Source: an optimization exercise on an open RTL-to-GDS flow (aim: small area). Production flows keep margins and buffers that such runs may drop. At most, simulation tests tie the RTL to the original design; equivalence was not proved. Function not checked in run 4: the RTL went through the layout flow alone. Power and IR drop assume default switching activity. No driver is modelled on the clock port, so clocking that relies on it looks cheaper here than on a real chip.

**design/flow/flow/run.sh**
```bash
#!/bin/bash
# Own layout flow: the standard flow (standard.sh, unchanged synthesis,
# floorplan, power grid and routing) with two placement/CTS arguments changed:
#  - port buffers use the smallest buffer (buf_1) instead of the default pick;
#  - clock tree: larger sink clusters of clkbuf_16 and no dummy loads.
# The full make output goes to standard_finish.log in this folder; ORFS keeps
# each step's own log under orfs/logs/.
set -euo pipefail
bash standard.sh \
  "BUFFER_PORTS_ARGS=-buffer_cell sky130_fd_sc_hd__buf_1" \
  "CTS_ARGS=-sink_clustering_enable -repair_clock_nets -buf_list sky130_fd_sc_hd__clkbuf_16 -sink_clustering_size 30 -sink_clustering_max_diameter 100 -dont_use_dummy_load" \
  finish > standard_finish.log 2>&1
```
**design/flow/standard.sh**
```bash
#!/bin/bash
# synth_recipe.tcl (not shown) runs the flow's synth.tcl, then flattens the netlist and writes it again
# the make line also repeats each setting of config.mk as NAME=value (left out here)
make -C /OpenROAD-flow-scripts/flow DESIGN_CONFIG=/design/flow/config.mk WORK_HOME=/design/flow/orfs CLKGATE_MAP_FILE= SYNTH_SCRIPT=/design/flow/synth_recipe.tcl "${@:-finish}"
```
**design/flow/config.mk**
```make
export PLATFORM = sky130hd
export DESIGN_NAME = jk2_frame_decoder
export DESIGN_NICKNAME = jk2_frame_decoder
export VERILOG_FILES = /design/flow/design.v
export SDC_FILE = /design/flow/constraint.sdc
export NUM_CORES = 4
export LEC_CHECK = 0
export CAP_MARGIN = 10
export CORE_MARGIN = 2
export CORE_UTILIZATION = 75
export PLACE_DENSITY = 0.85
export SLEW_MARGIN = 10
export SYNTH_HIERARCHICAL = 1
```
**design/flow/constraint.sdc**
```tcl
create_clock -name core_clock -period 20.0 [get_ports {clk}]
set_input_delay 4.0000 -clock core_clock [delete_from_list [all_inputs] [get_ports {clk}]]
set_output_delay 4.0000 -clock core_clock [all_outputs]
set_load 0.01 [all_outputs]
```
**design/flow/design.v**
```verilog
module jk2_frame_decoder #(
    parameter integer LEN_LIMIT = 100,             
    parameter integer CAP       = LEN_LIMIT + 3,   
    parameter integer AW        = 9
) (
    input  wire          clk,
    input  wire          rst,
    input  wire          in_valid,
    input  wire [7:0]    in_byte,
    output wire          in_ready,
    input  wire          take,
    output wire          frame_valid,
    output wire [2:0]    state,
    output wire [AW-1:0] count,
    output wire [AW-1:0] frame_len,
    input  wire [AW-1:0] rd_addr,
    output wire [7:0]    rd_data,
    output wire [3:0]    evt
);
    localparam [2:0] ST_EMPTY = 3'd0;
    localparam [2:0] ST_SAW1  = 3'd1;
    localparam [2:0] ST_AWLEN = 3'd2;
    localparam [2:0] ST_ACC   = 3'd3;
    localparam [2:0] ST_COMP  = 3'd4;
    localparam [3:0] EV_NONE       = 4'd0;
    localparam [3:0] EV_SKIP       = 4'd1;
    localparam [3:0] EV_PUSH       = 4'd2;
    localparam [3:0] EV_COMPLETE   = 4'd3;
    localparam [3:0] EV_HDR2_ERR   = 4'd4;
    localparam [3:0] EV_LEN_REJECT = 4'd5;
    localparam [3:0] EV_RESYNC     = 4'd6;
    localparam [3:0] EV_CSUM_ERR   = 4'd7;
    localparam [3:0] EV_TAKEN      = 4'd9;
    localparam integer NS = CAP - 4;   
    reg [2:0] st;
    reg [6:0] cnt;
    reg [6:0] lbyte;     
    reg [3:0] ev;
    reg [7:0] csum;      
    reg [7:0] sr [0:NS-1];
    wire last_aa = (sr[0] == 8'hAA);
    reg [2:0] st_n;
    reg [6:0] cnt_n;
    reg [3:0] ev_n;
    wire st_awlen = (st == ST_AWLEN);
    wire st_acc   = (st == ST_ACC);
    wire st_comp  = (st == ST_COMP);
    wire [6:0] len     = lbyte + 7'd4;
    wire [6:0] cnt_inc = cnt + 1'b1;
    wire b_aa    = (in_byte == 8'hAA);
    wire b_55    = (in_byte == 8'h55);
    wire len_ok  = (in_byte != 8'd0) && (in_byte < LEN_LIMIT);
    wire is_last = (cnt_inc == len);
    wire csum_ok = (csum == in_byte);
    always @(*) begin
        st_n  = st;
        cnt_n = cnt;
        ev_n  = EV_NONE;
        if (st > ST_COMP) begin
            st_n  = ST_EMPTY;
            cnt_n = 7'd0;
        end else if (st_comp) begin
            if (take) begin
                st_n  = ST_EMPTY;
                cnt_n = 7'd0;
                ev_n  = EV_TAKEN;
            end
        end else if (in_valid) begin
            case (st)
                ST_EMPTY: begin
                    if (b_aa) begin
                        cnt_n = cnt_inc;
                        st_n  = ST_SAW1;
                        ev_n  = EV_PUSH;
                    end else begin
                        ev_n  = EV_SKIP;
                    end
                end
                ST_SAW1: begin
                    if (b_55) begin
                        cnt_n = cnt_inc;
                        st_n  = ST_AWLEN;
                        ev_n  = EV_PUSH;
                    end else begin
                        cnt_n = 7'd0;
                        st_n  = ST_EMPTY;
                        ev_n  = EV_HDR2_ERR;
                    end
                end
                ST_AWLEN: begin
                    if (len_ok) begin
                        cnt_n = cnt_inc;
                        st_n  = ST_ACC;
                        ev_n  = EV_PUSH;
                    end else begin
                        ev_n  = EV_LEN_REJECT;
                    end
                end
                default: begin  
                    if (last_aa && b_55) begin
                        cnt_n = 7'd2;
                        st_n  = ST_AWLEN;
                        ev_n  = EV_RESYNC;
                    end else if (!is_last) begin
                        cnt_n = cnt_inc;
                        ev_n  = EV_PUSH;
                    end else if (csum_ok) begin
                        cnt_n = cnt_inc;
                        st_n  = ST_COMP;
                        ev_n  = EV_COMPLETE;
                    end else begin
                        cnt_n = 7'd0;
                        st_n  = ST_EMPTY;
                        ev_n  = EV_CSUM_ERR;
                    end
                end
            endcase
        end
    end
    always @(posedge clk) begin
        if (rst) begin
            st  <= ST_EMPTY;
            cnt <= 7'd0;
            ev  <= EV_NONE;
        end else begin
            st  <= st_n;
            cnt <= cnt_n;
            ev  <= ev_n;
        end
    end
    always @(posedge clk) begin
        if (st_awlen) begin
            lbyte <= in_byte[6:0];
            csum  <= in_byte;
        end else if (in_valid && st_acc && !is_last) begin
            csum  <= csum ^ in_byte;
        end
    end
    wire shift = in_valid && !st_comp && (cnt != 7'd102);
    integer i;
    always @(posedge clk) begin
        if (shift) begin
            sr[0] <= in_byte;
            for (i = 1; i < NS; i = i + 1)
                sr[i] <= sr[i-1];
        end
    end
    wire [6:0] ra    = rd_addr[6:0];
    wire       c103  = (cnt == 7'd103);
    wire [6:0] pos   = {cnt[6:1], cnt[0] & !c103} + ~ra;
    wire       low3  = (ra[6:2] == 5'd0) && !(ra[1] && ra[0]);
    wire [98:0] psel;
    jk2_dec99 u_rd_dec (.a(pos), .en_n(low3), .sel(psel));
    localparam integer NG = NS / 3;    
    wire [NG-1:0] grp_n [0:7];
    genvar gb, gg;
    generate
        for (gb = 0; gb < 8; gb = gb + 1) begin : g_bit
            for (gg = 0; gg < NG; gg = gg + 1) begin : g_grp
                jk2_aoi3 u_aoi (
                    .d({sr[3*gg+2][gb], sr[3*gg+1][gb], sr[3*gg][gb]}),
                    .s(psel[3*gg+2:3*gg]),
                    .y_n(grp_n[gb][gg])
                );
            end
        end
    endgenerate
    wire s0   = (ra == 7'd0);
    wire s1   = (ra == 7'd1);
    wire s2   = (ra == 7'd2);
    wire s102 = (ra == 7'd102);
    reg [7:0] rd;
    integer k;
    always @(*) begin
        for (k = 0; k < 8; k = k + 1)
            rd[k] = ~&grp_n[k];
        rd = rd | ({8{s0}} & 8'hAA)
                | ({8{s1}} & 8'h55)
                | ({8{s2}} & {1'b0, lbyte})
                | ({8{s102}} & csum);
    end
    assign in_ready    = !st_comp;
    assign frame_valid = st_comp;
    assign state       = st;
    assign count       = {2'b00, cnt};
    assign frame_len   = {2'b00, (st_acc || st_comp) ? len : 7'd0};
    assign evt         = ev;
    assign rd_data     = rd;
endmodule
module jk2_dec99 (
    input  wire [6:0]  a,
    input  wire        en_n,
    output wire [98:0] sel
);
    wire [6:0]  a_n;
    wire        en;
    wire [7:0]  lo_n;
    wire [12:0] hi_n;
    jk2_inv u_inv_en (.a(en_n), .y(en));
    genvar k;
    generate
        for (k = 0; k < 7; k = k + 1) begin : g_inv
            jk2_inv u_inv (.a(a[k]), .y(a_n[k]));
        end
        for (k = 0; k < 8; k = k + 1) begin : g_lo
            jk2_nand4 u_nand (
                .a(k[0] ? a[0] : a_n[0]),
                .b(k[1] ? a[1] : a_n[1]),
                .c(k[2] ? a[2] : a_n[2]),
                .d(en),
                .y(lo_n[k])
            );
        end
        for (k = 0; k < 13; k = k + 1) begin : g_hi
            jk2_nand4 u_nand (
                .a(k[0] ? a[3] : a_n[3]),
                .b(k[1] ? a[4] : a_n[4]),
                .c(k[2] ? a[5] : a_n[5]),
                .d(k[3] ? a[6] : a_n[6]),
                .y(hi_n[k])
            );
        end
        for (k = 0; k < 99; k = k + 1) begin : g
            jk2_nor2 u_nor (.a(lo_n[k % 8]), .b(hi_n[k / 8]), .y(sel[k]));
        end
    endgenerate
endmodule
module jk2_inv (
    input  wire a,
    output wire y
);
    assign y = ~a;
endmodule
module jk2_nand4 (
    input  wire a,
    input  wire b,
    input  wire c,
    input  wire d,
    output wire y
);
    assign y = ~(a & b & c & d);
endmodule
module jk2_nor2 (
    input  wire a,
    input  wire b,
    output wire y
);
    assign y = ~(a | b);
endmodule
module jk2_aoi3 (
    input  wire [2:0] d,
    input  wire [2:0] s,
    output wire       y_n
);
    assign y_n = ~|(d & s);
endmodule
```
==> metrics.csv, run 1 <==
stage;metric;value;unit
global_routing;number of antenna violations at the first check in global routing;1;
clock_network;Clock Tree Buf Depth;3;
clock_network;count of instances resized after the clock tree is built;0;
timing;post-layout min period;14.00;ns
yosys;Post-synth EDFFs;807;
global_routing;Tot GR Track Use;33.5;%
clock_network;cell chosen for the clock root;sky130_fd_sc_hd__clkbuf_16;
pwr;switching share of power;20.5;%
route;routed via count;17500;
placed_design;Final HPWL DP;45500;um
timing;final count of hold timing violations;0;
finish;relative area change from synthesis to final layout;5.88;%
floorplanning;Die X;204;um
yosys;synthesis warning total;9;
clock_network;number of buffers inserted for hold repair after clock tree synthesis;0;
yosys;biggest area contributors in the synthesized netlist;sky130_fd_sc_hd__edfxtp_1, sky130_fd_sc_hd__a222oi_1, sky130_fd_sc_hd__nand4_1;
yosys;synthesized area divided by synthesized cell count;19.3;sq um
worst_setup_path;CP Launch Type;primary input;
worst_setup_path;largest fanout of any net on the critical path;8;
flow_run;number of max-cap violations;0;
timing;setup repair after global routing missed its margin;no;
timing;final max-slew violation count;0;
route;Pre-antenna DRT Iters;14;
route;remaining design rule violation count;0;
global_routing;first-pass GRT wire length;102000;um
clock_network;clock network latency to the later pin of the worst-skew pair;0.62;ns
finish;fin nets;1674;
yosys;fraction of registers with async set/reset;0;%
pwr;pwr/cell area;89.1;nW/um^2
finish;most common cell after layout, fill and taps aside;sky130_fd_sc_hd__edfxtp_1;
route;total detailed-routing wirelength;70300;um
route;number of vias per cell;8.06;
placed_design;Setup WS pre-CTS;6.09;ns
route;Antenna Violating Nets Remaining;0;
timing;skew final;0.0452;ns
yosys;share of the synthesized area in the top cell type;81.2;%
global_routing;total congestion overflow;0;
timing;Least-Margin Pin Slew;1.22;ns
pwr;LEAKAGE;9.14;nW
finish;number of fill cells;1879;
placed_design;PortBufs;49;
floorplanning;die boundary height;204;um
floorplanning;Top-Level Pins;56;
route;routed wire length per instance;32.4;um
yosys;sequential fraction of the synthesis area;82.1;%
pwr;fraction of power consumed by the clock network;26.5;%
clock_network;number of H-tree levels;1;
route;initial drt markers;4424;
status;status;complete, no violations;
timing;total negative setup slack;0;ns
clock_network;number of clock sinks seen by CTS;821;
timing;setup slack after layout;6.00;ns
worst_setup_path;Crit Path Class;primary input to output pin;
pwr;switching power;578;uW
yosys;Cell Area, Synth;29900;sq um
timing;timing-limited maximum frequency;71.4;MHz
timing;setup-violating endpoint count in the final report;0;
floorplanning;core region area;39500;sq um
pwr;Comb pwr share;3.7;%
floorplanning;Die ar.;41400;sq um
floorplanning;standard-cell row count;73;
global_routing;number of global-route vias before repair;16000;
clock_network;number of buffers added for setup after CTS;0;
clock_network;Inserted Clock Buffers;31;
worst_setup_path;required time at the endpoint of the critical path;16.00;ns
placed_design;weighted congestion reported at the end of routability-driven placement;0.956;
yosys;number of library cell types mapped by synthesis;62;
hold_path;worst hold path class;flip-flop to flip-flop;
clock_network;clock transition time at the flip-flop clock pins of the worst setup and hold paths;0.11;ns
timing;slew margin rel.;18.4;%
floorplanning;initial core utilization;75.5;%
pwr;sequential share of power;69.8;%
worst_setup_path;critical path data arrival time;10.00;ns
finish;most used cells in the layout excluding fill and tap cells;sky130_fd_sc_hd__edfxtp_1, sky130_fd_sc_hd__a222oi_1, sky130_fd_sc_hd__nor2_1;
clock_network;clock tree from TritonCTS;done;
finish;share of final-layout standard cells stronger than drive strength 1;4.02;%
yosys;most used flip-flop cell after synthesis;sky130_fd_sc_hd__edfxtp_1;
yosys;flops & latches, synth;821;
pwr;internal power;2.24;mW
global_routing;pin count of the biggest net entering global routing;229;
timing;share of the clock period used by the worst path;70.0;%
worst_setup_path;Crit. End Element;output pin;
yosys;number of instances in the synthesized netlist;1549;
yosys;most area-hungry cell type in the Yosys netlist;sky130_fd_sc_hd__edfxtp_1;
pwr;maximum ir drop on the vdd rail;0.0000836;V
==> sequential cells by signal (all words and copies together), names as in the netlist <==
signal and flops:
csum 8, ev 4, lbyte 7, sr 792, cnt 7, st 3
==> per-stage QoR <==
| step | utilization [%] | instance area (sq um) | power, mW | hold slack, ns | instances |
|---|---|---|---|---|---|
| 2_1_floorplan | - | 29900 | 2.08 | 0.426 | 1552 |
| 3_3_place_gp | 77.9 | 30800 | 2.09 | 0.429 | 2135 |
| 3_5_place_dp | 77.9 | 30800 | 2.10 | 0.432 | 2135 |
| 4_1_cts | 79.9 | 31600 | 2.81 | 0.411 | 2166 |
| 5_1_grt | 79.9 | 31600 | 2.87 | 0.420 | 2166 |
| 6_report | 79.9 | 31600 | 2.82 | 0.407 | 2168 |
==> cells in the mapped netlist, types with 10 or more instances <==
library cell               number
sky130_fd_sc_hd__dfxtp_1       14
sky130_fd_sc_hd__nand2_1       44
sky130_fd_sc_hd__edfxtp_1     807
sky130_fd_sc_hd__inv_1         27
sky130_fd_sc_hd__nor2_1       125
sky130_fd_sc_hd__xnor2_1       27
sky130_fd_sc_hd__a21oi_1       11
sky130_fd_sc_hd__a222oi_1     264
sky130_fd_sc_hd__nand4_1       91
sky130_fd_sc_hd__nor3_1        10
sky130_fd_sc_hd__nand3_1       10
==> modules after synthesis, one instance, submodules excluded, excerpt <==
| module | flops+latches | cells inside |
|---|---|---|
| jk2_frame_decoder | 821 | 1157 |
| jk2_aoi3 | 0 | 1 |
| jk2_nand4 | 0 | 1 |
| jk2_inv | 0 | 1 |
| jk2_nor2 | 0 | 1 |
==> per-layer routing <==
metal	GRT usage, %	share of wire, %	routed length (um)	vias to the layer above
met3	6.22	13	8900	188
li1	-	-	-	7048
met2	53.8	48	33800	1641
met4	12.0	4.3	3040	0
met1	47.4	35	24600	8605
met5	0	0	0	-
==> worst paths after layout <==
check	from	end	slack, ns	depth (start not counted)
worst min-delay path	sr[17][1]	sr[18][1]	0.41	0
worst min register to register	sr[17][1]	sr[18][1]	0.41	0
worst max register to register	cnt[3]	sr[18][7]	15.85	5
worst max-delay path	rd_addr[0]	rd_data[7]	6.00	20
==> logic make-up (layout without fill, tap and decap cells) <==
family | count (synthesis) | count (layout) | synth area share, %
other | 1 | 6 | 0.0126
XOR/XNOR | 37 | 37 | 1.18
AND/OR/NAND/NOR | 320 | 320 | 5.38
buffers and inverters | 36 | 125 | 0.515
flip-flops | 821 | 821 | 82.1
adder cells (fa/ha/maj) | 10 | 10 | 0.444
AO/OA/AOI/OAI | 320 | 320 | 10.2
multiplexers | 4 | 4 | 0.151
==> critical path, stage by stage <==
cell,delay [ns]
sky130_fd_sc_hd__buf_1,0.11
sky130_fd_sc_hd__inv_1,0.11
sky130_fd_sc_hd__ha_1,0.20
sky130_fd_sc_hd__inv_1,0.06
sky130_fd_sc_hd__fa_1,0.41
sky130_fd_sc_hd__inv_1,0.08
sky130_fd_sc_hd__a21oi_1,0.07
sky130_fd_sc_hd__o21bai_1,0.23
sky130_fd_sc_hd__a21o_1,0.15
sky130_fd_sc_hd__a21oi_1,0.07
sky130_fd_sc_hd__xnor2_1,0.47
sky130_fd_sc_hd__inv_1,0.28
sky130_fd_sc_hd__nand4_1,0.52
sky130_fd_sc_hd__nor2_1,0.30
sky130_fd_sc_hd__a222oi_1,0.66
sky130_fd_sc_hd__nand4_1,0.31
sky130_fd_sc_hd__or4_1,0.65
sky130_fd_sc_hd__a211oi_1,0.63
sky130_fd_sc_hd__nand4_1,0.44
sky130_fd_sc_hd__buf_1,0.24
==> power by group through the flow <==
| stage | combinational, mW | clock [mW] | sequential, mW |
|---|---|---|---|
| floorplan | 0.0556 | 0 | 2.02 |
| global placement | 0.0986 | 0 | 2.00 |
| detailed placement | 0.102 | 0 | 2.00 |
| CTS | 0.103 | 0.746 | 1.96 |
| global route | 0.111 | 0.794 | 1.97 |
| finish | 0.105 | 0.747 | 1.97 |
==> final cells by class <==
type | instances | area [sq um] | area share (%)
antenna | 2 | 5.00 | 0.0158
clock buffer | 31 | 776 | 2.45
inverter | 27 | 101 | 0.321
multi-input combinational | 695 | 5220 | 16.5
sequential | 821 | 24500 | 77.5
tap | 525 | 657 | 2.08
timing repair buffer | 67 | 344 | 1.09
==> run 2: changes to the inputs <==
--- a/design/flow/design.v
+++ b/design/flow/design.v
@@ -37,8 +37,8 @@
     reg [6:0] lbyte;     
     reg [3:0] ev;
     reg [7:0] csum;      
+    reg       last_aa;   
     reg [7:0] sr [0:NS-1];
-    wire last_aa = (sr[0] == 8'hAA);
     reg [2:0] st_n;
     reg [6:0] cnt_n;
     reg [3:0] ev_n;
@@ -135,6 +135,8 @@
         end else if (in_valid && st_acc && !is_last) begin
             csum  <= csum ^ in_byte;
         end
+        if (in_valid)
+            last_aa <= b_aa;
     end
     wire shift = in_valid && !st_comp && (cnt != 7'd102);
     integer i;
==> design/flow/flow/run.sh (replaced) <==
#!/bin/bash
# Own layout flow: the standard flow (standard.sh, unchanged synthesis,
# floorplan, power grid and routing) with two placement/CTS arguments changed:
#  - port buffers use the smallest buffer (buf_1) instead of the default pick;
#  - clock tree: sink clusters of 18 on clkbuf_8 and no dummy loads.
# The full make output goes to standard_finish.log in this folder; ORFS keeps
# each step's own log under orfs/logs/.
set -euo pipefail
bash standard.sh \
  "BUFFER_PORTS_ARGS=-buffer_cell sky130_fd_sc_hd__buf_1" \
  "CTS_ARGS=-sink_clustering_enable -repair_clock_nets -buf_list sky130_fd_sc_hd__clkbuf_8 -sink_clustering_size 18 -sink_clustering_max_diameter 60 -dont_use_dummy_load" \
  finish > standard_finish.log 2>&1
--- a/design/flow/config.mk
+++ b/design/flow/config.mk
@@ -7,7 +7,7 @@
 export LEC_CHECK = 0
 export CAP_MARGIN = 10
 export CORE_MARGIN = 2
-export CORE_UTILIZATION = 75
-export PLACE_DENSITY = 0.85
+export CORE_UTILIZATION = 60
+export PLACE_DENSITY = 0.7
 export SLEW_MARGIN = 10
 export SYNTH_HIERARCHICAL = 1
==> metrics.csv, run 2 <==
stage;metric;value;unit
floorplanning;Top-Level Pins;56;
hold_path;worst hold path class;flip-flop to flip-flop;
finish;Top reg by flops;sr;
floorplanning;Die X;227;um
timing;slew margin rel.;19.5;%
yosys;Cell Area, Synth;29800;sq um
pwr;overall power after layout;2.79;mW
route;initial drt markers;3893;
yosys;share of the synthesized area in the top cell type;81.4;%
timing;skew final;0.0722;ns
clock_network;number of buffers inserted for hold repair after clock tree synthesis;0;
clock_network;Inserted Clock Buffers;54;
timing;final count of hold timing violations;0;
clock_network;number of clock sinks seen by CTS;822;
finish;relative area change from synthesis to final layout;6.15;%
timing;Least-Margin Pin Slew;1.21;ns
global_routing;Tot GR Track Use;25.5;%
timing;setup slack after layout;6.42;ns
yosys;most area-hungry cell type in the Yosys netlist;sky130_fd_sc_hd__edfxtp_1;
global_routing;global routing usage on met2;35.5;%
yosys;dominant cell by count in the synthesized netlist;sky130_fd_sc_hd__edfxtp_1;
placed_design;Final HPWL DP;43500;um
yosys;number of library cell types mapped by synthesis;52;
timing;total negative setup slack;0;ns
timing;post-layout min period;13.58;ns
timing;setup repair after global routing missed its margin;no;
yosys;synthesized area divided by synthesized cell count;19.2;sq um
finish;Antenna diodes;0;
worst_setup_path;Crit. End Element;output pin;
global_routing;total congestion overflow;0;
route;total detailed-routing wirelength;66200;um
floorplanning;standard-cell row count;81;
route;routed via count;16700;
pwr;pwr/cell area;88.3;nW/um^2
timing;timing-limited maximum frequency;73.7;MHz
route;Pre-antenna DRT Iters;11;
worst_setup_path;required time at the endpoint of the critical path;16.00;ns
route;Antenna Violating Nets Remaining;0;
yosys;biggest area contributors in the synthesized netlist;sky130_fd_sc_hd__edfxtp_1, sky130_fd_sc_hd__a222oi_1, sky130_fd_sc_hd__nand4_1;
global_routing;number of antenna violations at the first check in global routing;2;
route;remaining design rule violation count;0;
timing;setup-violating endpoint count in the final report;0;
pwr;LEAKAGE;9.12;nW
hold_path;Hold Crit Depth;0;
worst_setup_path;flop-to-flop setup slack;15.65;ns
global_routing;busiest grt layer;met1;
global_routing;fraction of met3 tracks used by global routing;4.79;%
hold_path;critical hold path startpoint;sr[13][1];
placed_design;weighted congestion reported at the end of routability-driven placement;0.896;
floorplanning;initial core utilization;60.8;%
global_routing;first-pass GRT wire length;96500;um
yosys;flops & latches, synth;822;
placed_design;instance count after placement with tap cells included;2272;
yosys;most used flip-flop cell after synthesis;sky130_fd_sc_hd__edfxtp_1;
clock_network;clock tree from TritonCTS;done;
yosys;most frequent cells after synthesis;sky130_fd_sc_hd__edfxtp_1, sky130_fd_sc_hd__a222oi_1, sky130_fd_sc_hd__nor2_1, sky130_fd_sc_hd__nand4_1, sky130_fd_sc_hd__nand2_1;
clock_network;count of instances resized after the clock tree is built;0;
floorplanning;core region area;49100;sq um
worst_setup_path;worst reg2reg path endpoint;sr[88][2];
placed_design;Setup WS pre-CTS;6.53;ns
floorplanning;die boundary height;227;um
clock_network;number of buffers added for setup after CTS;0;
worst_setup_path;length in cells of the worst reg-to-reg path;6;
worst_setup_path;CP Launch Type;primary input;
global_routing;pin count of the biggest net entering global routing;215;
hold_path;Hold Path Sink;sr[14][1];
clock_network;clock transition time at the flip-flop clock pins of the worst setup and hold paths;0.10;ns
worst_setup_path;launch instance of the worst register-to-register path;st[0];
yosys;Post-synth EDFFs;808;
clock_network;Clock Tree Buf Depth;3;
clock_network;cell chosen for the clock root;sky130_fd_sc_hd__clkbuf_8;
status;status;complete, no violations;
finish;final std cells w/o fill;2326;
finish;most common cell after layout, fill and taps aside;sky130_fd_sc_hd__edfxtp_1;
timing;share of the clock period used by the worst path;67.9;%
yosys;fraction of registers with async set/reset;0;%
yosys;synthesis warning total;9;
route;routed wire length per instance;28.4;um
global_routing;global-route met1 utilization;40.2;%
finish;share of final-layout standard cells stronger than drive strength 1;4.45;%
finish;Final Core Density;64.5;%
finish;most used cells in the layout excluding fill and tap cells;sky130_fd_sc_hd__edfxtp_1, sky130_fd_sc_hd__a222oi_1, sky130_fd_sc_hd__nor2_1;
worst_setup_path;largest fanout of any net on the critical path;8;
pwr;maximum ir drop on the vdd rail;0.0000619;V
clock_network;clock network latency to the later pin of the worst-skew pair;0.68;ns
global_routing;number of global-route vias before repair;15300;
yosys;number of instances in the synthesized netlist;1555;
flow_run;number of max-cap violations;0;
worst_setup_path;critical path data arrival time;9.58;ns
finish;number of flip-flops in the largest register;792;
floorplanning;Die ar.;51500;sq um
timing;final max-slew violation count;0;
finish;registers with the highest flip-flop counts;sr: 792 flops, csum: 8 flops;
route;number of vias per cell;7.19;
finish;fin nets;1695;
worst_setup_path;Crit Path Class;primary input to output pin;
clock_network;number of H-tree levels;2;
yosys;sequential fraction of the synthesis area;82.3;%
placed_design;PortBufs;49;
-- run 2: stage by stage --
step	hold slack, ns	area (sq um)
floorplan	0.426	29800
global placement	0.428	30900
detailed placement	0.432	30900
CTS	0.413	31700
global route	0.422	31700
finish	0.411	31700
-- run 2: critical path: stages --
cell                       delay (ns)
sky130_fd_sc_hd__buf_1           0.15
sky130_fd_sc_hd__inv_1           0.09
sky130_fd_sc_hd__ha_1            0.16
sky130_fd_sc_hd__inv_1           0.06
sky130_fd_sc_hd__fa_1            0.40
sky130_fd_sc_hd__nor2b_1         0.13
sky130_fd_sc_hd__o21ai_0         0.09
sky130_fd_sc_hd__a21boi_0        0.25
sky130_fd_sc_hd__o21a_1          0.15
sky130_fd_sc_hd__nor2_1          0.04
sky130_fd_sc_hd__xnor2_1         0.53
sky130_fd_sc_hd__inv_1           0.28
sky130_fd_sc_hd__nand4_1         0.41
sky130_fd_sc_hd__nor2_1          0.23
sky130_fd_sc_hd__a222oi_1        1.00
sky130_fd_sc_hd__nand4_1         0.41
sky130_fd_sc_hd__nor4_1          0.71
sky130_fd_sc_hd__nand4_1         0.28
sky130_fd_sc_hd__buf_1           0.19
-- run 2: logic make-up (layout without fill, tap and decap cells) --
family	after synthesis	after routing	synth area share [%]
flip-flops	822	822	82.3
multiplexers	1	1	0.0336
AO/OA/AOI/OAI	317	317	10.0
XOR/XNOR	40	40	1.22
AND/OR/NAND/NOR	323	323	5.37
buffers and inverters	41	145	0.592
other	1	4	0.0126
adder cells (fa/ha/maj)	10	10	0.445
-- run 2: report_power, final --
part	switching (mW)	internal, mW	total (mW)
clock network	0.484	0.242	0.726
logic	0.0810	0.0206	0.102
registers	0.0265	1.94	1.97
total	0.591	2.20	2.79
-- run 2: area by class of cell --
type                       count  area, sq um
clock buffer                  54          743
fill                        3370        17400
inverter                      26         97.6
multi-input combinational    695         5130
sequential                   822        24500
tap                          664          831
timing repair buffer          65          317
-- run 2: how the worst max path moves through the flow --
stage / startpoint / to / cells past startpoint
2_1_floorplan: in_valid / sr[0][0] / 2
3_3_place_gp: rd_addr[0] / rd_data[1] / 19
3_5_place_dp: rd_addr[0] / rd_data[1] / 19
4_1_cts: rd_addr[0] / rd_data[1] / 19
5_1_grt: rd_addr[0] / rd_data[1] / 19
6_report: rd_addr[0] / rd_data[1] / 19
-- run 2: per-layer routing --
metal | wire length [um] | share of wire, %
met3 | 7980 | 12
met1 | 27100 | 41
met5 | 27 | 0.041
met4 | 2630 | 4.0
met2 | 28400 | 43
-- run 2: per-module statistics from Yosys, one instance, submodules excluded, a selection --
module	cells inside	times used	cell area [sq um]
jk2_nand4	1	21	6.26
jk2_aoi3	1	264	10.0
jk2_inv	1	8	3.75
jk2_frame_decoder	1163	1	26600
jk2_nor2	1	99	3.75
==> run 3: changes to the inputs <==
--- a/design/flow/design.v
+++ b/design/flow/design.v
@@ -171,12 +171,15 @@
     wire s1   = (ra == 7'd1);
     wire s2   = (ra == 7'd2);
     wire s102 = (ra == 7'd102);
+    wire [7:0] grp_or;
+    generate
+        for (gb = 0; gb < 8; gb = gb + 1) begin : g_or
+            jk2_nand33 u_or (.a_n(grp_n[gb]), .y(grp_or[gb]));
+        end
+    endgenerate
     reg [7:0] rd;
-    integer k;
     always @(*) begin
-        for (k = 0; k < 8; k = k + 1)
-            rd[k] = ~&grp_n[k];
-        rd = rd | ({8{s0}} & 8'hAA)
+        rd = grp_or | ({8{s0}} & 8'hAA)
                 | ({8{s1}} & 8'h55)
                 | ({8{s2}} & {1'b0, lbyte})
                 | ({8{s102}} & csum);
@@ -227,6 +230,12 @@
         end
     endgenerate
 endmodule
+module jk2_nand33 (
+    input  wire [32:0] a_n,
+    output wire        y
+);
+    assign y = ~&a_n;
+endmodule
 module jk2_inv (
     input  wire a,
     output wire y
==> metrics.csv, run 3 <==
stage;metric;value;unit
clock_network;number of buffers added for setup after CTS;0;
clock_network;count of instances resized after the clock tree is built;0;
yosys;most frequent cells after synthesis;sky130_fd_sc_hd__edfxtp_1, sky130_fd_sc_hd__a222oi_1, sky130_fd_sc_hd__nor2_1, sky130_fd_sc_hd__nand4_1, sky130_fd_sc_hd__nand2_1;
finish;most common cell after layout, fill and taps aside;sky130_fd_sc_hd__edfxtp_1;
finish;number of flip-flops in the largest register;792;
route;total detailed-routing wirelength;68000;um
timing;final max-slew violation count;0;
yosys;dominant cell by count in the synthesized netlist;sky130_fd_sc_hd__edfxtp_1;
floorplanning;Die ar.;51400;sq um
timing;setup slack after layout;6.36;ns
yosys;most used flip-flop cell after synthesis;sky130_fd_sc_hd__edfxtp_1;
global_routing;pin count of the biggest net entering global routing;210;
flow_run;number of max-cap violations;0;
worst_setup_path;required time at the endpoint of the critical path;16.00;ns
clock_network;number of clock sinks seen by CTS;822;
placed_design;PortBufs;49;
worst_setup_path;count of buffering cells on the critical path with inverters included;6;
placed_design;Final HPWL DP;44800;um
global_routing;Tot GR Track Use;26.4;%
finish;final std cells w/o fill;2308;
worst_setup_path;launch instance of the worst register-to-register path;st[1];
worst_setup_path;delay of the slowest cell on the worst path;0.84;ns
route;Antenna Violating Nets Remaining;0;
floorplanning;initial core utilization;60.8;%
hold_path;Hold Path Sink;sr[89][6];
route;number of vias per cell;7.30;
timing;timing-limited maximum frequency;73.3;MHz
clock_network;cell chosen for the clock root;sky130_fd_sc_hd__clkbuf_8;
clock_network;clock network latency to the later pin of the worst-skew pair;0.69;ns
clock_network;number of buffers inserted for hold repair after clock tree synthesis;0;
finish;Antenna diodes;0;
floorplanning;die boundary height;227;um
pwr;maximum ir drop on the vdd rail;0.0000596;V
timing;Hold WS;0.435;ns
worst_setup_path;Largest delay share family, worst path;simple AND/OR/NAND/NOR gates;
placed_design;weighted congestion reported at the end of routability-driven placement;0.910;
worst_setup_path;chain of cells forming the critical path;buf_1 > inv_1 > ha_1 > inv_1 > fa_1 > inv_1 > a21oi_1 > o21bai_1 > a21o_1 > a21oi_1 > xnor2_1 > inv_1 > nand4_1 > nor2_1 > a222oi_1 > nand4_1 > nor4_1 > nand3_1 > a221oi_1 > nand2_1 > buf_1;
yosys;most area-hungry cell type in the Yosys netlist;sky130_fd_sc_hd__edfxtp_1;
yosys;number of instances in the synthesized netlist;1533;
timing;skew final;0.0559;ns
global_routing;first-pass GRT wire length;99100;um
worst_setup_path;Crit. End Element;output pin;
placed_design;instance count after placement with tap cells included;2255;
status;status;complete, no violations;
finish;share of final-layout standard cells stronger than drive strength 1;4.68;%
finish;relative area change from synthesis to final layout;6.22;%
hold_path;Hold Crit Depth;0;
yosys;synthesis warning total;9;
finish;fin nets;1677;
route;routed wire length per instance;29.5;um
timing;setup-violating endpoint count in the final report;0;
pwr;overall power after layout;2.79;mW
worst_setup_path;CP Launch Type;primary input;
yosys;Cell Area, Synth;29800;sq um
floorplanning;standard-cell row count;81;
worst_setup_path;cell seen most often among critical-path stages;sky130_fd_sc_hd__inv_1;
worst_setup_path;worst reg2reg path endpoint;sr[23][3];
yosys;biggest area contributors in the synthesized netlist;sky130_fd_sc_hd__edfxtp_1, sky130_fd_sc_hd__a222oi_1, sky130_fd_sc_hd__nand4_1;
hold_path;critical hold path startpoint;sr[88][6];
pwr;LEAKAGE;9.10;nW
route;remaining design rule violation count;0;
clock_network;clock transition time at the flip-flop clock pins of the worst setup and hold paths;0.10;ns
floorplanning;Top-Level Pins;56;
finish;most used cells in the layout excluding fill and tap cells;sky130_fd_sc_hd__edfxtp_1, sky130_fd_sc_hd__a222oi_1, sky130_fd_sc_hd__nor2_1;
hold_path;worst hold path class;flip-flop to flip-flop;
finish;Top reg by flops;sr;
floorplanning;Die X;227;um
worst_setup_path;critical path data arrival time;9.64;ns
route;initial drt markers;3736;
worst_setup_path;Worst path slowest cell;sky130_fd_sc_hd__nor4_1;
worst_setup_path;Crit Path Class;primary input to output pin;
timing;total negative setup slack;0;ns
yosys;Post-synth EDFFs;808;
global_routing;number of antenna violations at the first check in global routing;1;
yosys;sequential fraction of the synthesis area;82.4;%
clock_network;number of H-tree levels;2;
pwr;pwr/cell area;88.2;nW/um^2
timing;post-layout min period;13.64;ns
route;Pre-antenna DRT Iters;14;
timing;share of the clock period used by the worst path;68.2;%
global_routing;number of global-route vias before repair;15800;
clock_network;clock tree from TritonCTS;done;
worst_setup_path;length in cells of the worst reg-to-reg path;8;
timing;slew margin rel.;15.0;%
finish;registers with the highest flip-flop counts;sr: 792 flops, csum: 8 flops;
timing;Least-Margin Pin Slew;1.26;ns
global_routing;total congestion overflow;0;
timing;final count of hold timing violations;0;
floorplanning;core region area;49000;sq um
yosys;synthesized area divided by synthesized cell count;19.4;sq um
yosys;fraction of registers with async set/reset;0;%
worst_setup_path;flop-to-flop setup slack;15.22;ns
timing;setup repair after global routing missed its margin;no;
clock_network;Clock Tree Buf Depth;3;
route;routed via count;16800;
worst_setup_path;largest fanout of any net on the critical path;8;
yosys;flops & latches, synth;822;
clock_network;Inserted Clock Buffers;53;
yosys;share of the synthesized area in the top cell type;81.5;%
finish;number of fill cells;3326;
yosys;number of library cell types mapped by synthesis;54;
placed_design;Setup WS pre-CTS;6.36;ns
-- run 3: stage by stage --
step	area, sq um	utilization (%)
after floorplan	29800	-
after global placement	30900	63.1
after detailed placement	30900	63.1
after CTS	31600	64.6
after global routing	31600	64.6
final	31600	64.6
-- run 3: logic make-up after synthesis --
| kind of cell | after synthesis | synth area share [%] |
|---|---|---|
| flops | 822 | 82.4 |
| compound gates | 313 | 10.1 |
| xor+xnor | 36 | 1.16 |
| simple gates | 314 | 5.30 |
| buf+inv | 34 | 0.492 |
| fa+ha+maj | 10 | 0.445 |
| other cells | 1 | 0.0126 |
| mux | 3 | 0.101 |
-- run 3: cell type report --
type,count,area (sq um),area share (%)
Timing Repair Buffer,64,322,1.02
Multi-Input combinational cell,680,5110,16.2
Clock buffer,53,729,2.31
Inverter,25,93.8,0.297
Tap cell,664,831,2.63
Sequential cell,822,24500,77.6
-- run 3: power by group --
part | switching [mW] | total, mW | internal [mW]
logic | 0.0825 | 0.104 | 0.0217
clock network | 0.478 | 0.716 | 0.238
registers | 0.0268 | 1.97 | 1.94
total | 0.587 | 2.79 | 2.20
-- run 3: worst max path at each step --
stage	startpoint	endpoint	slack [ns]	cells after the start
after floorplan	in_valid	sr[0][0]	2.55	2
after global routing	rd_addr[0]	rd_data[3]	6.10	21
after CTS	rd_addr[0]	rd_data[3]	6.35	21
after global placement	rd_addr[0]	rd_data[3]	6.56	21
final	rd_addr[0]	rd_data[3]	6.36	21
after detailed placement	rd_addr[0]	rd_data[3]	6.36	21
-- run 3: Yosys stat by module, one instance, submodules excluded, excerpt --
| module | area, sq um | times used | flops+latches |
|---|---|---|---|
| jk2_inv | 3.75 | 8 | 0 |
| jk2_nor2 | 3.75 | 99 | 0 |
| jk2_frame_decoder | 26000 | 1 | 822 |
| jk2_aoi3 | 10.0 | 264 | 0 |
| jk2_nand33 | 71.3 | 8 | 0 |
| jk2_nand4 | 6.26 | 21 | 0 |
-- run 3: routing by layer --
layer  vias to the layer above  track usage, %  wire [um]
met2                      1219            39.9      30900
met3                       140            5.47       7850
met4                         0            8.81       2470
met1                      8442            39.1      26800
li1                       7039               -          -
met5                         -               0          0
==> run 4: changes to the inputs <==
--- a/design/flow/design.v
+++ b/design/flow/design.v
@@ -171,15 +171,12 @@
     wire s1   = (ra == 7'd1);
     wire s2   = (ra == 7'd2);
     wire s102 = (ra == 7'd102);
-    wire [7:0] grp_or;
-    generate
-        for (gb = 0; gb < 8; gb = gb + 1) begin : g_or
-            jk2_nand33 u_or (.a_n(grp_n[gb]), .y(grp_or[gb]));
-        end
-    endgenerate
     reg [7:0] rd;
+    integer k;
     always @(*) begin
-        rd = grp_or | ({8{s0}} & 8'hAA)
+        for (k = 0; k < 8; k = k + 1)
+            rd[k] = ~&grp_n[k];
+        rd = rd | ({8{s0}} & 8'hAA)
                 | ({8{s1}} & 8'h55)
                 | ({8{s2}} & {1'b0, lbyte})
                 | ({8{s102}} & csum);
@@ -197,59 +194,20 @@
     input  wire        en_n,
     output wire [98:0] sel
 );
-    wire [6:0]  a_n;
-    wire        en;
     wire [7:0]  lo_n;
     wire [12:0] hi_n;
-    jk2_inv u_inv_en (.a(en_n), .y(en));
     genvar k;
     generate
-        for (k = 0; k < 7; k = k + 1) begin : g_inv
-            jk2_inv u_inv (.a(a[k]), .y(a_n[k]));
-        end
         for (k = 0; k < 8; k = k + 1) begin : g_lo
-            jk2_nand4 u_nand (
-                .a(k[0] ? a[0] : a_n[0]),
-                .b(k[1] ? a[1] : a_n[1]),
-                .c(k[2] ? a[2] : a_n[2]),
-                .d(en),
-                .y(lo_n[k])
-            );
+            assign lo_n[k] = (a[2:0] != k) || en_n;
         end
         for (k = 0; k < 13; k = k + 1) begin : g_hi
-            jk2_nand4 u_nand (
-                .a(k[0] ? a[3] : a_n[3]),
-                .b(k[1] ? a[4] : a_n[4]),
-                .c(k[2] ? a[5] : a_n[5]),
-                .d(k[3] ? a[6] : a_n[6]),
-                .y(hi_n[k])
-            );
+            assign hi_n[k] = (a[6:3] != k);
         end
         for (k = 0; k < 99; k = k + 1) begin : g
             jk2_nor2 u_nor (.a(lo_n[k % 8]), .b(hi_n[k / 8]), .y(sel[k]));
         end
     endgenerate
-endmodule
-module jk2_nand33 (
-    input  wire [32:0] a_n,
-    output wire        y
-);
-    assign y = ~&a_n;
-endmodule
-module jk2_inv (
-    input  wire a,
-    output wire y
-);
-    assign y = ~a;
-endmodule
-module jk2_nand4 (
-    input  wire a,
-    input  wire b,
-    input  wire c,
-    input  wire d,
-    output wire y
-);
-    assign y = ~(a & b & c & d);
 endmodule
 module jk2_nor2 (
     input  wire a,
==> design/flow/flow/run.sh (replaced) <==
#!/bin/bash
# Own layout flow: the standard flow (standard.sh, unchanged synthesis,
# floorplan, power grid and routing) with two placement/CTS arguments changed:
#  - port buffers use the smallest buffer (buf_1) instead of the default pick;
#  - clock tree: larger sink clusters of clkbuf_16 and no dummy loads.
# The full make output goes to standard_finish.log in this folder; ORFS keeps
# each step's own log under orfs/logs/.
set -euo pipefail
bash standard.sh \
  "BUFFER_PORTS_ARGS=-buffer_cell sky130_fd_sc_hd__buf_1" \
  "CTS_ARGS=-sink_clustering_enable -repair_clock_nets -buf_list sky130_fd_sc_hd__clkbuf_16 -sink_clustering_size 30 -sink_clustering_max_diameter 100 -dont_use_dummy_load" \
  finish > standard_finish.log 2>&1
==> metrics.csv, run 4 <==
stage;metric;value;unit
worst_setup_path;Worst path slowest cell;sky130_fd_sc_hd__a211oi_1;
worst_setup_path;Crit Path Class;primary input to output pin;
pwr;pwr/cell area;89.3;nW/um^2
finish;most used cells in the layout excluding fill and tap cells;sky130_fd_sc_hd__edfxtp_1, sky130_fd_sc_hd__a222oi_1, sky130_fd_sc_hd__nor2_1;
global_routing;pin count of the biggest net entering global routing;235;
hold_path;Hold Crit Depth;0;
route;Antenna Violating Nets Remaining;0;
timing;setup repair after global routing missed its margin;no;
finish;most common cell after layout, fill and taps aside;sky130_fd_sc_hd__edfxtp_1;
yosys;fraction of registers with async set/reset;0;%
yosys;dominant cell by count in the synthesized netlist;sky130_fd_sc_hd__edfxtp_1;
hold_path;critical hold path startpoint;sr[3][4];
flow_run;number of max-cap violations;0;
global_routing;number of global-route vias before repair;15500;
floorplanning;Die ar.;51800;sq um
floorplanning;core region area;49200;sq um
global_routing;Tot GR Track Use;25.2;%
yosys;most used flip-flop cell after synthesis;sky130_fd_sc_hd__edfxtp_1;
route;Pre-antenna DRT Iters;13;
worst_setup_path;CP Launch Type;primary input;
clock_network;number of H-tree levels;2;
timing;final max-slew violation count;0;
finish;registers with the highest flip-flop counts;sr: 792 flops, csum: 8 flops;
finish;relative area change from synthesis to final layout;6.77;%
route;remaining design rule violation count;0;
floorplanning;die boundary height;228;um
yosys;synthesis warning total;9;
placed_design;Setup WS pre-CTS;6.30;ns
timing;setup-violating endpoint count in the final report;0;
yosys;number of instances in the synthesized netlist;1554;
finish;fin nets;1679;
floorplanning;Top-Level Pins;56;
worst_setup_path;critical path data arrival time;9.78;ns
yosys;most frequent cells after synthesis;sky130_fd_sc_hd__edfxtp_1, sky130_fd_sc_hd__a222oi_1, sky130_fd_sc_hd__nor2_1, sky130_fd_sc_hd__nand4_1, sky130_fd_sc_hd__nand2_1;
floorplanning;Die X;228;um
clock_network;Inserted Clock Buffers;34;
timing;share of the clock period used by the worst path;68.9;%
route;number of vias per cell;7.23;
finish;Antenna diodes;0;
clock_network;Clock Tree Buf Depth;3;
clock_network;number of buffers added for setup after CTS;0;
finish;final std cells w/o fill;2310;
timing;post-layout min period;13.78;ns
placed_design;weighted congestion reported at the end of routability-driven placement;0.839;
timing;total negative setup slack;0;ns
yosys;synthesized area divided by synthesized cell count;19.3;sq um
route;total detailed-routing wirelength;65900;um
timing;timing-limited maximum frequency;72.6;MHz
placed_design;PortBufs;49;
worst_setup_path;flop-to-flop setup slack;14.78;ns
worst_setup_path;launch instance of the worst register-to-register path;st[1];
clock_network;number of clock sinks seen by CTS;822;
worst_setup_path;required time at the endpoint of the critical path;16.00;ns
yosys;share of the synthesized area in the top cell type;80.9;%
clock_network;number of buffers inserted for hold repair after clock tree synthesis;0;
yosys;biggest area contributors in the synthesized netlist;sky130_fd_sc_hd__edfxtp_1, sky130_fd_sc_hd__a222oi_1, sky130_fd_sc_hd__nor2_1;
worst_setup_path;largest fanout of any net on the critical path;13;
status;status;complete, no violations;
worst_setup_path;length in cells of the worst reg-to-reg path;7;
worst_setup_path;chain of cells forming the critical path;buf_1 > inv_1 > ha_1 > inv_1 > fa_1 > inv_1 > a21oi_1 > o21bai_1 > a21o_1 > a21oi_1 > xnor2_2 > buf_4 > nand4bb_1 > nor2_1 > a222oi_1 > nand4_1 > nor4_1 > o41ai_1 > a211oi_1 > nand4_1 > buf_1;
clock_network;cell chosen for the clock root;sky130_fd_sc_hd__clkbuf_16;
clock_network;clock transition time at the flip-flop clock pins of the worst setup and hold paths;0.11;ns
route;initial drt markers;3721;
worst_setup_path;worst reg2reg path endpoint;sr[35][3];
global_routing;number of antenna violations at the first check in global routing;0;
clock_network;clock tree from TritonCTS;done;
floorplanning;initial core utilization;61.0;%
finish;number of flip-flops in the largest register;792;
global_routing;total congestion overflow;0;
timing;slew margin rel.;18.1;%
finish;share of final-layout standard cells stronger than drive strength 1;4.31;%
worst_setup_path;cell seen most often among critical-path stages;sky130_fd_sc_hd__inv_1;
yosys;Cell Area, Synth;30000;sq um
pwr;LEAKAGE;9.22;nW
clock_network;count of instances resized after the clock tree is built;0;
timing;skew final;0.0407;ns
route;routed via count;16700;
route;routed wire length per instance;28.5;um
placed_design;instance count after placement with tap cells included;2276;
pwr;maximum ir drop on the vdd rail;0.0000914;V
yosys;most area-hungry cell type in the Yosys netlist;sky130_fd_sc_hd__edfxtp_1;
yosys;flops & latches, synth;822;
timing;setup slack after layout;6.22;ns
hold_path;Hold Path Sink;sr[4][4];
worst_setup_path;delay of the slowest cell on the worst path;0.72;ns
global_routing;first-pass GRT wire length;96300;um
placed_design;Final HPWL DP;43200;um
timing;Least-Margin Pin Slew;1.22;ns
yosys;sequential fraction of the synthesis area;81.9;%
clock_network;clock network latency to the later pin of the worst-skew pair;0.60;ns
finish;Top reg by flops;sr;
timing;final count of hold timing violations;0;
hold_path;worst hold path class;flip-flop to flip-flop;
floorplanning;standard-cell row count;81;
yosys;Post-synth EDFFs;808;
worst_setup_path;Crit. End Element;output pin;
yosys;number of library cell types mapped by synthesis;62;
run 4: cell types whose count changed in the layout (fill, tap and decap cells not counted), moves of 9 or more:
cell                        before  now
sky130_fd_sc_hd__nand4bb_1       0   10
sky130_fd_sc_hd__nand4_1        80   63
sky130_fd_sc_hd__or4_1           1   10
sky130_fd_sc_hd__clkbuf_8       53    0
sky130_fd_sc_hd__clkbuf_16       0   34
run 4: power breakdown:
| group | switching (mW) | total [mW] | internal (mW) |
|---|---|---|---|
| Combinational | 0.0830 | 0.107 | 0.0244 |
| Clock | 0.476 | 0.785 | 0.309 |
| Sequential | 0.0249 | 1.97 | 1.94 |
run 4: worst max-delay path, delay by kind of cell:
family / cells / cell delay (ns)
compound gates: 7 / 2.33
fa+ha+maj: 2 / 0.42
buf+inv: 6 / 0.88
xor+xnor: 1 / 0.14
simple gates: 5 / 1.97
run 4: logic make-up after synthesis:
logic type      after synthesis  share of synthesized area, %
buf+inv                      35                         0.534
mux                           2                        0.0710
flops                       822                          81.9
simple gates                321                          5.66
other cells                   1                        0.0125
compound gates              325                          10.3
xor+xnor                     38                          1.11
fa+ha+maj                    10                         0.442
run 4: routing by layer:
layer  track usage [%]  up-vias  routed length [um]
li1                  -     7108                   -
met1              37.6     8527               27300
met2              39.2      978               31000
met3              3.82       88                5880
met4              7.61        0                1720
met5                 0        -                   0
run 4: metrics by stage:
stage | total power [mW] | util (%) | hold WS [ns] | area, sq um
after floorplan | 2.08 | - | 0.426 | 30000
after global placement | 2.10 | 63.4 | 0.429 | 31100
after detailed placement | 2.11 | 63.4 | 0.433 | 31100
after CTS | 2.87 | 65.1 | 0.423 | 32000
after global routing | 2.94 | 65.1 | 0.432 | 32000
final | 2.86 | 65.1 | 0.422 | 32000
run 4: final cells by class:
class,instances,area (sq um)
Timing Repair Buffer,72,382
Tap cell,664,831
Fill cell,3296,17100
Multi-Input combinational cell,700,5330
Sequential cell,822,24500
Clock buffer,34,851
Inverter,18,67.6
run 4: per-module statistics from Yosys (local to each module, per instance):
module             flops+latches  cells
jk2_aoi3                       0      1
jk2_dec99                      0     25
jk2_frame_decoder            822   1166
jk2_nor2                       0      1
run 4: how the worst max path moves through the flow:
stage	startpoint	to	slack [ns]	depth (start not counted)
after detailed placement	rd_addr[0]	rd_data[7]	6.30	21
after global placement	rd_addr[0]	rd_data[7]	6.36	21
final	rd_addr[0]	rd_data[7]	6.22	21
after global routing	rd_addr[0]	rd_data[7]	5.94	21
after CTS	rd_addr[0]	rd_data[7]	6.28	21
after floorplan	in_valid	sr[0][0]	2.55	2
==> run 5: changes to the inputs <==
--- a/design/flow/design.v
+++ b/design/flow/design.v
@@ -32,19 +32,23 @@
     localparam [3:0] EV_CSUM_ERR   = 4'd7;
     localparam [3:0] EV_TAKEN      = 4'd9;
     localparam integer NS = CAP - 4;   
-    reg [2:0] st;
+    reg       comp;      
     reg [6:0] cnt;
     reg [6:0] lbyte;     
     reg [3:0] ev;
     reg [7:0] csum;      
     reg       last_aa;   
     reg [7:0] sr [0:NS-1];
-    reg [2:0] st_n;
+    wire cnt_ge3  = (cnt[6:2] != 5'd0) || (cnt[1] && cnt[0]);
+    wire st_empty = !comp && (cnt == 7'd0);
+    wire st_saw1  = !comp && (cnt == 7'd1);
+    wire st_awlen = !comp && (cnt == 7'd2);
+    wire st_acc   = !comp && cnt_ge3;
+    wire st_comp  = comp;
+    wire [2:0] st = comp ? ST_COMP : cnt_ge3 ? ST_ACC : {1'b0, cnt[1:0]};
+    reg       comp_n;
     reg [6:0] cnt_n;
     reg [3:0] ev_n;
-    wire st_awlen = (st == ST_AWLEN);
-    wire st_acc   = (st == ST_ACC);
-    wire st_comp  = (st == ST_COMP);
     wire [6:0] len     = lbyte + 7'd4;
     wire [6:0] cnt_inc = cnt + 1'b1;
     wire b_aa    = (in_byte == 8'hAA);
@@ -53,79 +57,65 @@
     wire is_last = (cnt_inc == len);
     wire csum_ok = (csum == in_byte);
     always @(*) begin
-        st_n  = st;
-        cnt_n = cnt;
-        ev_n  = EV_NONE;
-        if (st > ST_COMP) begin
-            st_n  = ST_EMPTY;
-            cnt_n = 7'd0;
-        end else if (st_comp) begin
+        comp_n = comp;
+        cnt_n  = cnt;
+        ev_n   = EV_NONE;
+        if (st_comp) begin
             if (take) begin
-                st_n  = ST_EMPTY;
-                cnt_n = 7'd0;
-                ev_n  = EV_TAKEN;
+                comp_n = 1'b0;
+                cnt_n  = 7'd0;
+                ev_n   = EV_TAKEN;
             end
         end else if (in_valid) begin
-            case (st)
-                ST_EMPTY: begin
-                    if (b_aa) begin
-                        cnt_n = cnt_inc;
-                        st_n  = ST_SAW1;
-                        ev_n  = EV_PUSH;
-                    end else begin
-                        ev_n  = EV_SKIP;
-                    end
-                end
-                ST_SAW1: begin
-                    if (b_55) begin
-                        cnt_n = cnt_inc;
-                        st_n  = ST_AWLEN;
-                        ev_n  = EV_PUSH;
-                    end else begin
-                        cnt_n = 7'd0;
-                        st_n  = ST_EMPTY;
-                        ev_n  = EV_HDR2_ERR;
-                    end
-                end
-                ST_AWLEN: begin
-                    if (len_ok) begin
-                        cnt_n = cnt_inc;
-                        st_n  = ST_ACC;
-                        ev_n  = EV_PUSH;
-                    end else begin
-                        ev_n  = EV_LEN_REJECT;
-                    end
-                end
-                default: begin  
-                    if (last_aa && b_55) begin
-                        cnt_n = 7'd2;
-                        st_n  = ST_AWLEN;
-                        ev_n  = EV_RESYNC;
-                    end else if (!is_last) begin
-                        cnt_n = cnt_inc;
-                        ev_n  = EV_PUSH;
-                    end else if (csum_ok) begin
-                        cnt_n = cnt_inc;
-                        st_n  = ST_COMP;
-                        ev_n  = EV_COMPLETE;
-                    end else begin
-                        cnt_n = 7'd0;
-                        st_n  = ST_EMPTY;
-                        ev_n  = EV_CSUM_ERR;
-                    end
-                end
-            endcase
+            if (st_empty) begin
+                if (b_aa) begin
+                    cnt_n = cnt_inc;
+                    ev_n  = EV_PUSH;
+                end else begin
+                    ev_n  = EV_SKIP;
+                end
+            end else if (st_saw1) begin
+                if (b_55) begin
+                    cnt_n = cnt_inc;
+                    ev_n  = EV_PUSH;
+                end else begin
+                    cnt_n = 7'd0;
+                    ev_n  = EV_HDR2_ERR;
+                end
+            end else if (st_awlen) begin
+                if (len_ok) begin
+                    cnt_n = cnt_inc;
+                    ev_n  = EV_PUSH;
+                end else begin
+                    ev_n  = EV_LEN_REJECT;
+                end
+            end else begin  
+                if (last_aa && b_55) begin
+                    cnt_n = 7'd2;
+                    ev_n  = EV_RESYNC;
+                end else if (!is_last) begin
+                    cnt_n = cnt_inc;
+                    ev_n  = EV_PUSH;
+                end else if (csum_ok) begin
+                    cnt_n  = cnt_inc;
+                    comp_n = 1'b1;
+                    ev_n   = EV_COMPLETE;
+                end else begin
+                    cnt_n = 7'd0;
+                    ev_n  = EV_CSUM_ERR;
+                end
+            end
         end
     end
     always @(posedge clk) begin
         if (rst) begin
-            st  <= ST_EMPTY;
-            cnt <= 7'd0;
-            ev  <= EV_NONE;
+            comp <= 1'b0;
+            cnt  <= 7'd0;
+            ev   <= EV_NONE;
         end else begin
-            st  <= st_n;
-            cnt <= cnt_n;
-            ev  <= ev_n;
+            comp <= comp_n;
+            cnt  <= cnt_n;
+            ev   <= ev_n;
         end
     end
     always @(posedge clk) begin
@@ -185,7 +175,7 @@
     assign frame_valid = st_comp;
     assign state       = st;
     assign count       = {2'b00, cnt};
-    assign frame_len   = {2'b00, (st_acc || st_comp) ? len : 7'd0};
+    assign frame_len   = {2'b00, cnt_ge3 ? len : 7'd0};
     assign evt         = ev;
     assign rd_data     = rd;
 endmodule
@@ -194,20 +184,53 @@
     input  wire        en_n,
     output wire [98:0] sel
 );
+    wire [6:0]  a_n;
+    wire        en;
     wire [7:0]  lo_n;
     wire [12:0] hi_n;
+    jk2_inv u_inv_en (.a(en_n), .y(en));
     genvar k;
     generate
+        for (k = 0; k < 7; k = k + 1) begin : g_inv
+            jk2_inv u_inv (.a(a[k]), .y(a_n[k]));
+        end
         for (k = 0; k < 8; k = k + 1) begin : g_lo
-            assign lo_n[k] = (a[2:0] != k) || en_n;
+            jk2_nand4 u_nand (
+                .a(k[0] ? a[0] : a_n[0]),
+                .b(k[1] ? a[1] : a_n[1]),
+                .c(k[2] ? a[2] : a_n[2]),
+                .d(en),
+                .y(lo_n[k])
+            );
         end
         for (k = 0; k < 13; k = k + 1) begin : g_hi
-            assign hi_n[k] = (a[6:3] != k);
+            jk2_nand4 u_nand (
+                .a(k[0] ? a[3] : a_n[3]),
+                .b(k[1] ? a[4] : a_n[4]),
+                .c(k[2] ? a[5] : a_n[5]),
+                .d(k[3] ? a[6] : a_n[6]),
+                .y(hi_n[k])
+            );
         end
         for (k = 0; k < 99; k = k + 1) begin : g
             jk2_nor2 u_nor (.a(lo_n[k % 8]), .b(hi_n[k / 8]), .y(sel[k]));
         end
     endgenerate
+endmodule
+module jk2_inv (
+    input  wire a,
+    output wire y
+);
+    assign y = ~a;
+endmodule
+module jk2_nand4 (
+    input  wire a,
+    input  wire b,
+    input  wire c,
+    input  wire d,
+    output wire y
+);
+    assign y = ~(a & b & c & d);
 endmodule
 module jk2_nor2 (
     input  wire a,
==> metrics.csv, run 5 <==
stage;metric;value;unit
status;status;complete, no violations;
route;routed via count;16700;
yosys;biggest area contributors in the synthesized netlist;sky130_fd_sc_hd__edfxtp_1, sky130_fd_sc_hd__a222oi_1, sky130_fd_sc_hd__nand4_1;
hold_path;Hold Path Sink;sr[95][2];
global_routing;first-pass GRT wire length;96700;um
timing;Least-Margin Pin Slew;1.21;ns
timing;final max-slew violation count;0;
finish;share of final-layout standard cells stronger than drive strength 1;4.00;%
clock_network;clock transition time at the flip-flop clock pins of the worst setup and hold paths;0.11;ns
global_routing;total congestion overflow;0;
global_routing;number of antenna violations at the first check in global routing;1;
route;Pre-antenna DRT Iters;13;
pwr;LEAKAGE;9.06;nW
global_routing;Tot GR Track Use;25.5;%
timing;timing-limited maximum frequency;73.7;MHz
yosys;fraction of registers with async set/reset;0;%
hold_path;Hold Crit Depth;0;
pwr;switching share of power;23.8;%
worst_setup_path;chain of cells forming the critical path;buf_1 > inv_1 > ha_1 > fa_1 > a21oi_1 > nor2_1 > nor2_1 > o21bai_1 > a21oi_1 > xnor2_1 > inv_1 > nand4_1 > nor2_1 > a222oi_1 > nand4_1 > nor4_1 > nand4_1 > buf_1;
timing;setup slack after layout;6.44;ns
clock_network;clock tree from TritonCTS;done;
floorplanning;standard-cell row count;81;
timing;setup-violating endpoint count in the final report;0;
clock_network;number of H-tree levels;1;
route;routed wire length per instance;29.3;um
clock_network;number of buffers added for setup after CTS;0;
clock_network;Inserted Clock Buffers;31;
clock_network;Clock Tree Buf Depth;3;
finish;Antenna diodes;0;
yosys;most used flip-flop cell after synthesis;sky130_fd_sc_hd__edfxtp_1;
pwr;overall power after layout;3.02;mW
pwr;internal power;2.30;mW
pwr;maximum ir drop on the vdd rail;0.0000878;V
floorplanning;die boundary height;227;um
placed_design;Final HPWL DP;44600;um
timing;slew margin rel.;19.4;%
finish;registers with the highest flip-flop counts;sr: 792 flops, csum: 8 flops;
yosys;synthesized area divided by synthesized cell count;19.4;sq um
worst_setup_path;worst reg2reg path endpoint;sr[23][4];
route;remaining design rule violation count;0;
placed_design;Setup WS pre-CTS;6.73;ns
finish;relative area change from synthesis to final layout;6.28;%
timing;final count of hold timing violations;0;
worst_setup_path;Crit Path Class;primary input to output pin;
clock_network;cell chosen for the clock root;sky130_fd_sc_hd__clkbuf_16;
finish;Top reg by flops;sr;
yosys;number of library cell types mapped by synthesis;60;
pwr;switching power;719;uW
finish;fin nets;1660;
clock_network;number of clock sinks seen by CTS;820;
finish;number of flip-flops in the largest register;792;
hold_path;critical hold path startpoint;sr[94][2];
yosys;Cell Area, Synth;29900;sq um
worst_setup_path;required time at the endpoint of the critical path;16.00;ns
pwr;pwr/cell area;95.2;nW/um^2
clock_network;clock network latency to the later pin of the worst-skew pair;0.63;ns
yosys;synthesis warning total;9;
timing;Hold WS;0.443;ns
yosys;most area-hungry cell type in the Yosys netlist;sky130_fd_sc_hd__edfxtp_1;
route;initial drt markers;3706;
timing;skew final;0.0404;ns
worst_setup_path;largest fanout of any net on the critical path;8;
yosys;most frequent cells after synthesis;sky130_fd_sc_hd__edfxtp_1, sky130_fd_sc_hd__a222oi_1, sky130_fd_sc_hd__nor2_1, sky130_fd_sc_hd__nand4_1, sky130_fd_sc_hd__nand2_1;
yosys;dominant cell by count in the synthesized netlist;sky130_fd_sc_hd__edfxtp_1;
route;total detailed-routing wirelength;67100;um
worst_setup_path;length in cells of the worst reg-to-reg path;5;
timing;post-layout min period;13.56;ns
worst_setup_path;Largest delay share family, worst path;simple AND/OR/NAND/NOR gates;
flow_run;number of max-cap violations;0;
floorplanning;core region area;49100;sq um
pwr;fraction of power consumed by the clock network;24.5;%
global_routing;number of global-route vias before repair;15200;
yosys;flops & latches, synth;820;
floorplanning;initial core utilization;60.9;%
floorplanning;Die ar.;51600;sq um
yosys;Post-synth EDFFs;808;
worst_setup_path;critical path data arrival time;9.56;ns
route;Antenna Violating Nets Remaining;0;
worst_setup_path;Crit. End Element;output pin;
timing;share of the clock period used by the worst path;67.8;%
timing;setup repair after global routing missed its margin;no;
pwr;Comb pwr share;10.1;%
worst_setup_path;flop-to-flop setup slack;15.74;ns
global_routing;pin count of the biggest net entering global routing;219;
timing;total negative setup slack;0;ns
placed_design;PortBufs;49;
floorplanning;Top-Level Pins;56;
route;number of vias per cell;7.31;
pwr;sequential share of power;65.4;%
worst_setup_path;count of buffering cells on the critical path with inverters included;4;
finish;most used cells in the layout excluding fill and tap cells;sky130_fd_sc_hd__edfxtp_1, sky130_fd_sc_hd__a222oi_1, sky130_fd_sc_hd__nor2_1;
finish;Final Core Density;64.7;%
worst_setup_path;delay of the slowest cell on the worst path;0.93;ns
clock_network;number of buffers inserted for hold repair after clock tree synthesis;0;
yosys;number of instances in the synthesized netlist;1539;
worst_setup_path;Worst path slowest cell;sky130_fd_sc_hd__nor4_1;
placed_design;weighted congestion reported at the end of routability-driven placement;0.909;
hold_path;worst hold path class;flip-flop to flip-flop;
worst_setup_path;CP Launch Type;primary input;
finish;most common cell after layout, fill and taps aside;sky130_fd_sc_hd__edfxtp_1;
worst_setup_path;launch instance of the worst register-to-register path;cnt[0];
yosys;sequential fraction of the synthesis area;82.1;%
yosys;share of the synthesized area in the top cell type;81.3;%
floorplanning;Die X;227;um
clock_network;count of instances resized after the clock tree is built;0;
run 5: changes by cell type in the layout (fill, tap and decap cells not counted), moves of 8 or more:
cell and change:
sky130_fd_sc_hd__or4b_1 -8, sky130_fd_sc_hd__nand4bb_1 -10, sky130_fd_sc_hd__a21oi_1 +9, sky130_fd_sc_hd__nand4_1 +29, sky130_fd_sc_hd__or4_1 -9, sky130_fd_sc_hd__nand2_1 -12
run 5: stage by stage:
step | std cells | instance area (sq um)
6_report | 2289 | 31700
3_3_place_gp | 2258 | 31000
3_5_place_dp | 2258 | 31000
4_1_cts | 2289 | 31700
2_1_floorplan | 1542 | 29900
5_1_grt | 2289 | 31700
run 5: logic make-up (layout without fill, tap and decap cells):
logic type	Yosys count	after routing	share of synthesized area [%]
flops	820	820	82.1
compound gates	315	315	10.1
buf+inv	37	120	0.608
xor+xnor	40	40	1.22
simple gates	314	314	5.49
other cells	1	4	0.0126
fa+ha+maj	12	12	0.528
run 5: power groups by stage:
stage | combinational (mW) | sequential, mW | clock, mW
after CTS | 0.300 | 1.98 | 0.758
after detailed placement | 0.299 | 2.01 | 0
final | 0.304 | 1.98 | 0.741
after global placement | 0.294 | 2.01 | 0
after floorplan | 0.168 | 2.03 | 0
after global routing | 0.323 | 1.98 | 0.807
run 5: cell type report:
cell class	instances	area, sq um
timing repair buffer	67	344
tap	664	831
sequential	820	24500
fill	3384	17300
clock buffer	31	776
multi-input combinational	685	5190
inverter	22	82.6
run 5: worst max path at each step:
| stage | cells past startpoint | startpoint | to | slack, ns |
|---|---|---|---|---|
| detailed placement | 18 | rd_addr[0] | rd_data[1] | 6.73 |
| CTS | 18 | rd_addr[0] | rd_data[1] | 6.66 |
| global placement | 18 | rd_addr[0] | rd_data[1] | 6.78 |
| finish | 18 | rd_addr[0] | rd_data[5] | 6.44 |
| floorplan | 2 | in_valid | sr[0][0] | 2.48 |
| global route | 18 | rd_addr[0] | rd_data[5] | 6.17 |
run 5: Yosys stat by module (local to each module, per instance), a selection:
module             cells inside  flip-flops and latches  area [sq um]
jk2_frame_decoder          1147                     820         26700
jk2_aoi3                      1                       0          10.0
jk2_nand4                     1                       0          6.26
jk2_inv                       1                       0          3.75
jk2_nor2                      1                       0          3.75
run 5: per-layer routing:
layer | vias to the layer above | share of wire (%) | global-route usage (%)
li1 | 7025 | - | -
met1 | 8502 | 40 | 38.6
met2 | 1101 | 45 | 37.6
met3 | 92 | 11 | 5.25
met4 | 2 | 3.6 | 8.77
met5 | - | 0.013 | 0

## afterwards: timing with drivers on the ports
The results above use ideal ports. As a check the final layouts listed here were re-extracted and re-timed, cells and wires unchanged.
Step 1 assumes that a clkbuf_16 drives the clock port and a buf_2 every other input.
Step 2 adds t to the input delays and takes it off the output delays; t is the mean of the earliest and latest rising clock arrival at the registers after step 1. Input paths then give back, and output paths get back, about the clock's delay inside the block.
Slacks: no drivers / after step 1 / after step 2; pairs: no drivers / after step 1.
run	t (ns)	slack for setup (ns)	worst setup path after step 2	worst register clock-pin slew, ns	worst data-port slew with drivers (ns)
run 1	0.665	6.003 / 5.968 / 5.968	input to output	0.11 / 0.11	0.05
run 2	0.716	6.422 / 6.398 / 6.398	input to output	0.12 / 0.12	0.04
run 3	0.719	6.362 / 6.331 / 6.331	input to output	0.12 / 0.12	0.04
run 4	0.636	6.223 / 6.172 / 6.172	input to output	0.11 / 0.11	0.06
run 5	0.669	6.437 / 6.408 / 6.408	input to output	0.11 / 0.11	0.04
After both steps every run listed still meets setup and hold. The setup slack of run 4, which loses most, moves by -0.051 ns with the drivers and by -0.051 ns with both steps.
